What follows belongs to an exercise in optimizing a design on an open flow for small area; a production flow would make more cautious choices. Function was checked by simulation only, so behaviour that the tests miss may differ from the original. The flow treats the clock pin as an ideal source. Dropping or thinning the clock tree relies on that and would not hold on a real chip. Power and IR drop assume default switching activity.

== job 101 ==
// ws_core
module ws_core (
    input  wire       clk,
    input  wire       rst,
    input  wire [2:0] pins,
    input  wire       adc_eoc,
    input  wire [7:0] adc_drl,
    input  wire [7:0] adc_drh,
    output reg        adc_ch,
    output reg        adc_en,
    output wire       adc_start,
    input  wire       bus_valid,
    input  wire [2:0] bus_op,
    input  wire [7:0] bus_data,
    output reg  [7:0] bus_rdata,
    output reg        bus_rvalid,
    output wire       host_ready
);
clock: 10.0 ns
lec_check: 0
cap_margin: 20
core_margin: 2
core_utilization: 40
slew_margin: 20
standard.sh (not shown) runs the stock make flow with config.mk's settings and CLKGATE_MAP_FILE= SYNTH_SCRIPT=/design/flow/synth_recipe.tcl, a recipe that flattens the netlist after the stock synthesis.
==> flow/flow/run.sh <==
#!/bin/bash
# Standard ORFS layout with minimum-size port buffers and a hand-built
# two-level clock tree (flow/clock_tree.tcl, run as the CTS step's pre-hook).
set -euo pipefail
here=$(pwd)
bash standard.sh \
  "BUFFER_PORTS_ARGS=-buffer_cell sky130_fd_sc_hd__buf_1" \
  "PRE_CTS_TCL=$here/flow/clock_tree.tcl" \
  RECOVER_POWER=100 \
  finish > flow.log 2>&1
==> flow/flow/clock_tree.tcl <==
# Manual clock tree: the clock port drives a few clock buffers directly, each
# feeding one cluster of registers. Clusters come from recursive median
# bisection of the register positions (along the longer side each time).
proc ctree_bisect { sinks nparts } {
  if {$nparts <= 1} { return [list $sinks] }
  set xs {}; set ys {}
  foreach s $sinks { lappend xs [lindex $s 1]; lappend ys [lindex $s 2] }
  set w [expr {[tcl::mathfunc::max {*}$xs] - [tcl::mathfunc::min {*}$xs]}]
  set h [expr {[tcl::mathfunc::max {*}$ys] - [tcl::mathfunc::min {*}$ys]}]
  set idx [expr {$w >= $h ? 1 : 2}]
  set sorted [lsort -real -index $idx $sinks]
  set na [expr {$nparts / 2}]
  set cut [expr {int(round(double([llength $sinks]) * $na / $nparts))}]
  return [concat [ctree_bisect [lrange $sorted 0 [expr {$cut - 1}]] $na] \
                 [ctree_bisect [lrange $sorted $cut end] [expr {$nparts - $na}]]]
}

proc build_clock_tree { nleaf master_name {root_name ""} } {
  set block [ord::get_db_block]
  set clknet [$block findNet clk]
  set master [[ord::get_db] findMaster $master_name]
  set sinks0 [$clknet getITerms]
  set sinks {}
  foreach it $sinks0 {
    set bb [[$it getInst] getBBox]
    lappend sinks [list $it [expr {([$bb xMin] + [$bb xMax]) / 2.0}] [expr {([$bb yMin] + [$bb yMax]) / 2.0}]]
  }
  set k 0
  set sizes {}
  foreach grp [ctree_bisect $sinks $nleaf] {
    set buf [odb::dbInst_create $block $master "clkbuf_leaf_$k"]
    set net [odb::dbNet_create $block "clknet_leaf_$k"]
    $net setSigType CLOCK
    [$buf findITerm A] connect $clknet
    [$buf findITerm X] connect $net
    set sx 0.0; set sy 0.0
    foreach s $grp {
      set it [lindex $s 0]
      $it disconnect
      $it connect $net
      set sx [expr {$sx + [lindex $s 1]}]; set sy [expr {$sy + [lindex $s 2]}]
    }
    set n [llength $grp]
    $buf setLocation [expr {int($sx / $n)}] [expr {int($sy / $n)}]
    $buf setPlacementStatus PLACED
    lappend sizes $n
    incr k
  }
  if {$root_name ne ""} {
    # one root buffer between the clock port and the leaf buffers, at their centre
    set rmaster [[ord::get_db] findMaster $root_name]
    set root [odb::dbInst_create $block $rmaster "clkbuf_root"]
    set rnet [odb::dbNet_create $block "clknet_root"]
    $rnet setSigType CLOCK
    set sx 0.0; set sy 0.0; set nl 0
    foreach it [$clknet getITerms] {
      set inst [$it getInst]
      $it disconnect
      $it connect $rnet
      set loc [$inst getLocation]
      set sx [expr {$sx + [lindex $loc 0]}]; set sy [expr {$sy + [lindex $loc 1]}]; incr nl
    }
    [$root findITerm A] connect $clknet
    [$root findITerm X] connect $rnet
    $root setLocation [expr {int($sx / $nl)}] [expr {int($sy / $nl)}]
    $root setPlacementStatus PLACED
  }
  puts "manual clock tree: [llength $sinks] sinks, $nleaf leaf buffers ($master_name), cluster sizes $sizes"
}

# Build the tree before ORFS's CTS step, which then only marks the clocks as
# propagated: the leaf clusters are already balanced.
build_clock_tree 8 sky130_fd_sc_hd__clkbuf_8 sky130_fd_sc_hd__clkbuf_8
rename clock_tree_synthesis triton_clock_tree_synthesis
proc clock_tree_synthesis { args } {
  set_propagated_clock [all_clocks]
}
Job 101 finished all stages; however, its layout fails the closing checks, the failures being capacitance limit, slew limit.
Inputs modified between job 101 and job 102:
Settings: CAP_MARGIN: 20 -> 0; SLEW_MARGIN: 20 -> 0.
--- a/flow/flow/run.sh
+++ b/flow/flow/run.sh
@@ -9 +8,0 @@
-  RECOVER_POWER=100 \
--- a/flow/flow/clock_tree.tcl
+++ b/flow/flow/clock_tree.tcl
@@ -73 +73 @@
-build_clock_tree 8 sky130_fd_sc_hd__clkbuf_8 sky130_fd_sc_hd__clkbuf_8
+build_clock_tree 8 sky130_fd_sc_hd__clkbuf_8 sky130_fd_sc_hd__clkbuf_4
==> results.txt <==
Job 102: no failed stages, no open violations at the end
Between job 102 and job 101, the combinational fraction of design power is higher for job 102.
On job 102: met3 layer wire length in the routed design is 130 um lower than what job 101 gave.
Measured against each other, job 102 and job 101 differ in worst setup slack, the lower figure coming from job 102.
Summary of job 102 over job 101: synthesized area ~0 delta; overall fraction of global-route tracks in use neither gained nor lost much; shortest clock period the worst path allows after layout has increased; wire length stayed essentially flat; combinational power increased by about 3% relative to the old numbers.
Core utilization in job 102 is 0.16 points above job 101.
Here is what was changed in the inputs of job 103 compared with job 102.
==> flow/flow/run.sh <==
#!/bin/bash
# The standard ORFS layout, with three changes:
#  - synthesis maps the logic with an area-oriented ABC script
#    (flow/abc_area.script, used in place of ORFS's abc_speed.script; the rest
#    of the synthesis, including its registers, is the standard one);
#  - the port buffers are minimum size;
#  - a hand-built two-level clock tree (flow/clock_tree.tcl, run as the CTS
#    step's pre-hook).
# Each step's full log is under orfs/logs; make's output is in synth.log and
# flow.log here.
set -euo pipefail
here=$(pwd)
rm -rf "$here/orfs_scripts"
cp -r "$FLOW_HOME/scripts" "$here/orfs_scripts"
cp "$here/flow/abc_area.script" "$here/orfs_scripts/abc_speed.script"
bash standard.sh "SCRIPTS_DIR=$here/orfs_scripts" synth > synth.log 2>&1
bash standard.sh \
  "BUFFER_PORTS_ARGS=-buffer_cell sky130_fd_sc_hd__buf_1" \
  "PRE_CTS_TCL=$here/flow/clock_tree.tcl" \
  finish > flow.log 2>&1
==> flow/flow/abc_area.script (new file) <==
strash
&get -n
&fraig -x
&put
dc2
dc2
strash
&get -n
&dch -f
&nf -R 1000
&put
--- a/flow/flow/clock_tree.tcl
+++ b/flow/flow/clock_tree.tcl
@@ -1,3 +1,5 @@
-# Manual clock tree: the clock port drives a few clock buffers directly, each
-# feeding one cluster of registers. Clusters come from recursive median
-# bisection of the register positions (along the longer side each time).
+# Hand-built clock tree: the clock port drives one root buffer (or, without a
+# root, the leaf buffers directly), and each leaf buffer feeds one cluster of
+# registers. Clusters come from recursive median bisection of the register
+# positions (along the longer side each time), so they are equal in size and
+# compact; the leaf buffers sit at their cluster's centre.
## What came out
- Looking only at leakage power, and setting everything else aside, the lower value of job 102 and job 103 goes to job 103.
- Critical path depth, job 102 and job 103, lower one = job 102.
- Comparing job 102 and job 103, the higher largest vdd supply drop was measured on job 103.
- The run showing the greater final period utilization is job 103.
- Worst setup slack for job 103: 0.59 ns down relative to job 102
For job 104, these inputs were changed with respect to job 103:
Settings: changing SLEW_MARGIN from 0 to 20; changing CAP_MARGIN from 0 to 20.
==> flow/flow/run.sh <==
#!/bin/bash
# Standard ORFS layout with minimum-size port buffers and a hand-built
# two-level clock tree (flow/clock_tree.tcl, run as the CTS step's pre-hook).
set -euo pipefail
here=$(pwd)
bash standard.sh \
  "BUFFER_PORTS_ARGS=-buffer_cell sky130_fd_sc_hd__buf_1" \
  "PRE_CTS_TCL=$here/flow/clock_tree.tcl" \
  finish > flow.log 2>&1
--- a/flow/flow/clock_tree.tcl
+++ b/flow/flow/clock_tree.tcl
@@ -1,5 +1,3 @@
-# Hand-built clock tree: the clock port drives one root buffer (or, without a
-# root, the leaf buffers directly), and each leaf buffer feeds one cluster of
-# registers. Clusters come from recursive median bisection of the register
-# positions (along the longer side each time), so they are equal in size and
-# compact; the leaf buffers sit at their cluster's centre.
+# Manual clock tree: the clock port drives a few clock buffers directly, each
+# feeding one cluster of registers. Clusters come from recursive median
+# bisection of the register positions (along the longer side each time).
@@ -75 +73 @@
-build_clock_tree 8 sky130_fd_sc_hd__clkbuf_8 sky130_fd_sc_hd__clkbuf_4
+build_clock_tree 8 sky130_fd_sc_hd__clkbuf_8 sky130_fd_sc_hd__clkbuf_8
removed: flow/flow/abc_area.script
Findings:
Job 104 reached the end of the flow, and the finished layout is clean on the timing, DRC and antenna checks.
Comparing job 104 and job 103, clock period minus final worst setup slack is higher on job 103.
On part of the total power dissipated in combinational logic, the higher figure sits with job 104, not job 103.
Going from job 103 to job 104, the die height was found to have gone up by 2.2 um.
| internal power contribution | higher: job 104 |
[compare] base=job 103 new=job 104: fraction of standard cell area that is sequential -1.6 points, amount of wire on met2 after detailed routing ~0 delta, number of synthesized register bits ~0 delta.
Summed area of non-filler cells in the final layout, job 104 vs job 103: up by a few percent
Compared with job 103, job 104 improves highest clock rate.
Per the comparison of job 104 with job 103, wire length closely matched the old numbers; power increased by 1.2% relative to the old numbers.
Relative to job 104, the following input files were edited for job 105:
Settings: SLEW_MARGIN changed from 20 to 0; CAP_MARGIN changed from 20 to 0.
==> flow/flow/run.sh <==
#!/bin/bash
# The standard ORFS layout, with three changes:
#  - synthesis maps the logic with an area-oriented ABC script
#    (flow/abc_area.script, used in place of ORFS's abc_speed.script) and
#    leaves adders to ABC instead of mapping them to half/full-adder cells
#    first (ADDER_MAP_FILE empty); the rest of the synthesis, including its
#    registers, is the standard one;
#  - the port buffers are minimum size;
#  - a hand-built two-level clock tree (flow/clock_tree.tcl, run as the CTS
#    step's pre-hook).
# Each step's full log is under orfs/logs; make's output is in synth.log and
# flow.log here.
set -euo pipefail
here=$(pwd)
rm -rf "$here/orfs_scripts"
cp -r "$FLOW_HOME/scripts" "$here/orfs_scripts"
cp "$here/flow/abc_area.script" "$here/orfs_scripts/abc_speed.script"
bash standard.sh "SCRIPTS_DIR=$here/orfs_scripts" "ADDER_MAP_FILE=" synth > synth.log 2>&1
bash standard.sh \
  "BUFFER_PORTS_ARGS=-buffer_cell sky130_fd_sc_hd__buf_1" \
  "PRE_CTS_TCL=$here/flow/clock_tree.tcl" \
  finish > flow.log 2>&1
==> flow/flow/abc_area.script (new file) <==
strash
&get -n
&fraig -x
&put
dc2
dc2
strash
&get -n
&dch -f
&nf -R 1000
&put
--- a/flow/flow/clock_tree.tcl
+++ b/flow/flow/clock_tree.tcl
@@ -1,3 +1,5 @@
-# Manual clock tree: the clock port drives a few clock buffers directly, each
-# feeding one cluster of registers. Clusters come from recursive median
-# bisection of the register positions (along the longer side each time).
+# Hand-built clock tree: the clock port drives one root buffer (or, without a
+# root, the leaf buffers directly), and each leaf buffer feeds one cluster of
+# registers. Clusters come from recursive median bisection of the register
+# positions (along the longer side each time), so they are equal in size and
+# compact; the leaf buffers sit at their cluster's centre.
@@ -73 +75 @@
-build_clock_tree 8 sky130_fd_sc_hd__clkbuf_8 sky130_fd_sc_hd__clkbuf_8
+build_clock_tree 8 sky130_fd_sc_hd__clkbuf_8 sky130_fd_sc_hd__clkbuf_4
Notes after the runs:
- Job 105 ends up with a total global routing track utilization that is 1.1 points higher than in job 104.
- STATUS final instance area: job 105 wins against job 104
- The higher floorplan die width came out of job 104.
- Against job 104, job 105 reports a combined buffer and inverter count along the critical path that is lower.
- Of job 105 and job 104, the lower total power belongs to job 105.
- STATUS final critical-path required period: job 105 loses against job 104
- Of job 105 and job 104, it is job 105 that has the lower die area.
- In job 105 the number of global-route vias before repair turned out about 4.4% higher than in job 104.
In every run of this note, the design's own scripts or RTL, not TritonCTS, make the clock network.

## port drivers added, routing unchanged
The flow's constraints put no driver on any port. The routed layouts listed below were extracted and timed again, unchanged, in two steps. Step 1: set_driving_cell puts a clkbuf_16 on clk and a buf_2 on each other input, an assumption about the parent block. Step 2 also shifts input and output timing later by t, the mid clock arrival at the registers, as if the neighbouring blocks saw the same clock. Slacks: no drivers / after step 1 / after step 2; pairs: no drivers / after step 1.
run	t (ns)	slack for setup (ns)	latest minus earliest clock arrival (ns)
job 101	0.416	5.473 / 5.439 / 5.654	0.009 / 0.009
job 102	0.508	5.427 / 5.396 / 5.734	0.012 / 0.011
job 103	0.506	4.833 / 4.802 / 5.308	0.015 / 0.014
job 104	0.418	5.491 / 5.457 / 5.718	0.008 / 0.008
job 105	0.524	5.117 / 5.083 / 5.607	0.018 / 0.018
